This design comes from an exercise in tuning for small area, a short achievable clock period and few clock cycles on the open sky130 flow, not from production work.
At most, simulation tests tie the RTL to the original design; equivalence was not proved.
No activity file was given, so power comes from the tool's default toggle rates.

==> job 9715: inputs <==
// tia_render
module tia_render (
    input  wire        clk,
    input  wire        rst,
    input  wire        cmd_valid,
    output wire        cmd_ready,
    input  wire [2:0]  cmd_op,
    input  wire [5:0]  cmd_addr,
    input  wire [7:0]  cmd_data,
    input  wire [8:0]  cmd_x,       
    input  wire [8:0]  cmd_y,       
    output reg         pix_valid,
    output reg  [8:0]  pix_y,
    output reg  [7:0]  pix_x,
    output reg  [6:0]  pix_color,
    output reg         rd_valid,
    output wire [14:0] rd_data
);
make LEC_CHECK=0 ABC_AREA=1 CAP_MARGIN=20 CORE_MARGIN=2 CORE_UTILIZATION=40 CTS_BUF_LIST=sky130_fd_sc_hd__clkbuf_8 CTS_CLUSTER_DIAMETER=50 CTS_CLUSTER_SIZE=12 SETUP_SLACK_MARGIN=5 SLEW_MARGIN=20 finish   # period 8.0 ns
run.sh (not shown) runs the stock make flow with config.mk's settings and CLKGATE_MAP_FILE= SYNTH_SCRIPT=/design/flow/synth_recipe.tcl, a recipe that flattens the netlist after the stock synthesis.
==> job 1120: changes against job 9715 <==
--- a/flow/design.v
+++ b/flow/design.v
@@ -23,14 +23,33 @@
     localparam R_REFP0  = 5'd8,  R_REFP1  = 5'd9,  R_PF0    = 5'd10, R_PF1    = 5'd11;
     localparam R_PF2    = 5'd12, R_GRP0   = 5'd13, R_GRP1   = 5'd14, R_ENAM0  = 5'd15;
     localparam R_ENAM1  = 5'd16, R_ENABL  = 5'd17, R_VDELP0 = 5'd18, R_VDELP1 = 5'd19;
     localparam R_VDELBL = 5'd20, R_RESMP0 = 5'd21, R_RESMP1 = 5'd22;
     localparam R_POS    = 5'd24;  
     localparam R_RD     = 5'd30;  
     localparam R_CLR    = 5'd31;  
+    function gt18;
+        input [17:0] a;
+        input [17:0] b;
+        reg   [17:0] g, e;
+        integer      w, i;
+        begin
+            for (i = 0; i < 18; i = i + 1) begin
+                g[i] = a[i] & ~b[i];
+                e[i] = ~(a[i] ^ b[i]);
+            end
+            for (w = 1; w < 18; w = w * 2)
+                for (i = 17; i >= w; i = i - 1)
+                    if (((17 - i) % (2 * w)) == 0) begin
+                        g[i] = g[i] | (e[i] & g[i-w]);
+                        e[i] = e[i] & e[i-w];
+                    end
+            gt18 = g[17];
+        end
+    endfunction
     reg       in_ok;
     reg [1:0] in_k;
     reg [9:0] in_a;
     reg [7:0] in_b;
     reg [4:0] in_idx;
     reg       in_reg;
     wire       in_xle0 = cmd_x[8] || (cmd_x[7:0] == 8'd0);
@@ -134,16 +153,15 @@
     reg [6:0] colup0, colup1, colupf, colubk;
     reg       ctrl_score, ctrl_prio;
     reg [14:0] cx;
     wire [9:0] ei_row = (e_col == 8'd159) ? e_row + 10'd1 : e_row;
     wire [7:0] ei_col = (e_col == 8'd159) ? 8'd0 : e_col + 8'd1;
     wire [9:0] bm_row = ir_a;
     wire [7:0] bm_col = ir_b;
-    wire bm_gt = ($signed(bm_row) > $signed(p_row)) ||
-                 (bm_row == p_row && bm_col > p_col);
+    wire bm_gt = gt18({~bm_row[9], bm_row[8:0], bm_col}, {~p_row[9], p_row[8:0], p_col});
     wire ir_R = ir_valid && (ir_k == K_R);
     wire ir_J = ir_valid && (ir_k == K_J);
     wire ir_P = ir_valid && (ir_k == K_PW);
     wire pw_col   = (pw_idx >= R_COLUP0) && (pw_idx <= R_CTRLPF);
     wire ir_col   = (ir_a[4:0] >= R_COLUP0) && (ir_a[4:0] <= R_CTRLPF);
     wire pw_free  = !pw_valid || pw_ph2 || (last && !pw_col);
     wire load     = ir_R && bm_gt && last;
@@ -244,23 +262,44 @@
         if (rst || (w2 && pw_idx == R_COLUBK)) colubk <= wd[7:1];
         if (rst || (w2 && pw_idx == R_CTRLPF)) begin ctrl_score <= wd[1]; ctrl_prio <= wd[2]; end
     end
     function [8:0] dsub;
         input [7:0] c;
         input [7:0] p;
         input       m;
-        reg         cy;
+        reg   [7:0] g, t, gg, tt;
         integer     i;
         begin
-            cy = !m;
             for (i = 0; i < 8; i = i + 1) begin
-                dsub[i] = c[i] ^ ~p[i] ^ cy;
-                cy = (c[i] & ~p[i]) | (c[i] & cy) | (~p[i] & cy);
+                g[i] = c[i] & ~p[i];
+                t[i] = ~(c[i] ^ p[i]);
+            end
+            g[0] = g[0] | (t[0] & !m);
+            gg = g;
+            tt = t;
+            for (i = 1; i < 8; i = i + 2) begin
+                gg[i] = g[i] | (t[i] & g[i-1]);
+                tt[i] = t[i] & t[i-1];
+            end
+            g = gg;
+            t = tt;
+            for (i = 2; i < 8; i = i + 4) begin
+                gg[i]   = g[i]   | (t[i]   & g[i-1]);
+                tt[i]   = t[i]   & t[i-1];
+                gg[i+1] = g[i+1] | (t[i+1] & g[i-1]);
+                tt[i+1] = t[i+1] & t[i-1];
             end
-            dsub[8] = !cy;
+            g = gg;
+            t = tt;
+            for (i = 4; i < 8; i = i + 1)
+                gg[i] = g[i] | (t[i] & g[3]);
+            dsub[0] = ~(c[0] ^ p[0]) ^ !m;
+            for (i = 1; i < 8; i = i + 1)
+                dsub[i] = ~(c[i] ^ p[i]) ^ gg[i-1];
+            dsub[8] = !gg[7];
         end
     endfunction
     function blk;
         input [5:0] h;
         input [4:0] b;
         begin
             blk = (h == {1'b0, b}) || (h == {1'b0, b} + 6'd44);
==> qor summary <==
|  | job 1120 | job 9715 |
|---|---|---|
| Worst path buffer plus inverter count | 2 | 1 |
| Initial DRC Count | 869 | 771 |
| Met1 global-route usage | 23.9% | 24.6% |
| Post-Synthesis Cell Area | 0.0150 mm2 | 0.0148 mm2 |
| Status | finished clean | finished clean |
| Distinct cell type count of the synthesized netlist | 51 | 55 |
| Worst clock skew | 0.0406 ns | 0.0218 ns |
| Starting utilization of the core area | 40.8% | 40.5% |
| Number of clock buffers in the layout | 38 | 39 |
| Finished Cell Area | 0.0176 mm2 | 0.0173 mm2 |
| Worst slack after detailed placement | 4.09 ns | 3.80 ns |
| Hold WS | 0.325 ns | 0.329 ns |
| Clk power | 1.18 mW | 1.14 mW |
| Overall track demand over capacity in global routing | 18.8% | 19.3% |
| Setup crit start | nusiz1[0] | nusiz1[2] |
| Relative area of clock buffers and inverters in the final design | 4.52% | 4.41% |
| Worst min-delay path endpoint | pix_x[7] | pix_y[7] |
| Horiz. Die Dim | 198 um | 196 um |
Testbench counts of job 1120, summed over its fixed seeds: cycles 172,451.
Only the layout flow was run in job 9715; the RTL was not checked for function there.

port drivers added, routing unchanged:
No port has a modelled driver above. Below, the same layouts with a new extraction and two added sets of constraints. Step 1, drivers: a clkbuf_16 drives clk and a buf_2 each remaining input, both assumed. Step 2 also shifts input and output timing later by t, the mid clock arrival at the registers, as if the neighbouring blocks saw the same clock. Slacks: ideal / step 1 / step 2; pairs: ideal / step 1.
run	t, ns	slack for setup (ns)	hold slack, ns
job 9715	0.604	3.873 / 3.873 / 3.873	0.329 / 0.329 / 0.329
job 1120	0.597	5.035 / 5.035 / 4.529	0.325 / 0.325 / 0.325
After both steps every run listed still meets setup and hold. For job 1120, which loses most, drivers alone change the setup slack by 0.000 ns; drivers and shift together by -0.506 ns.
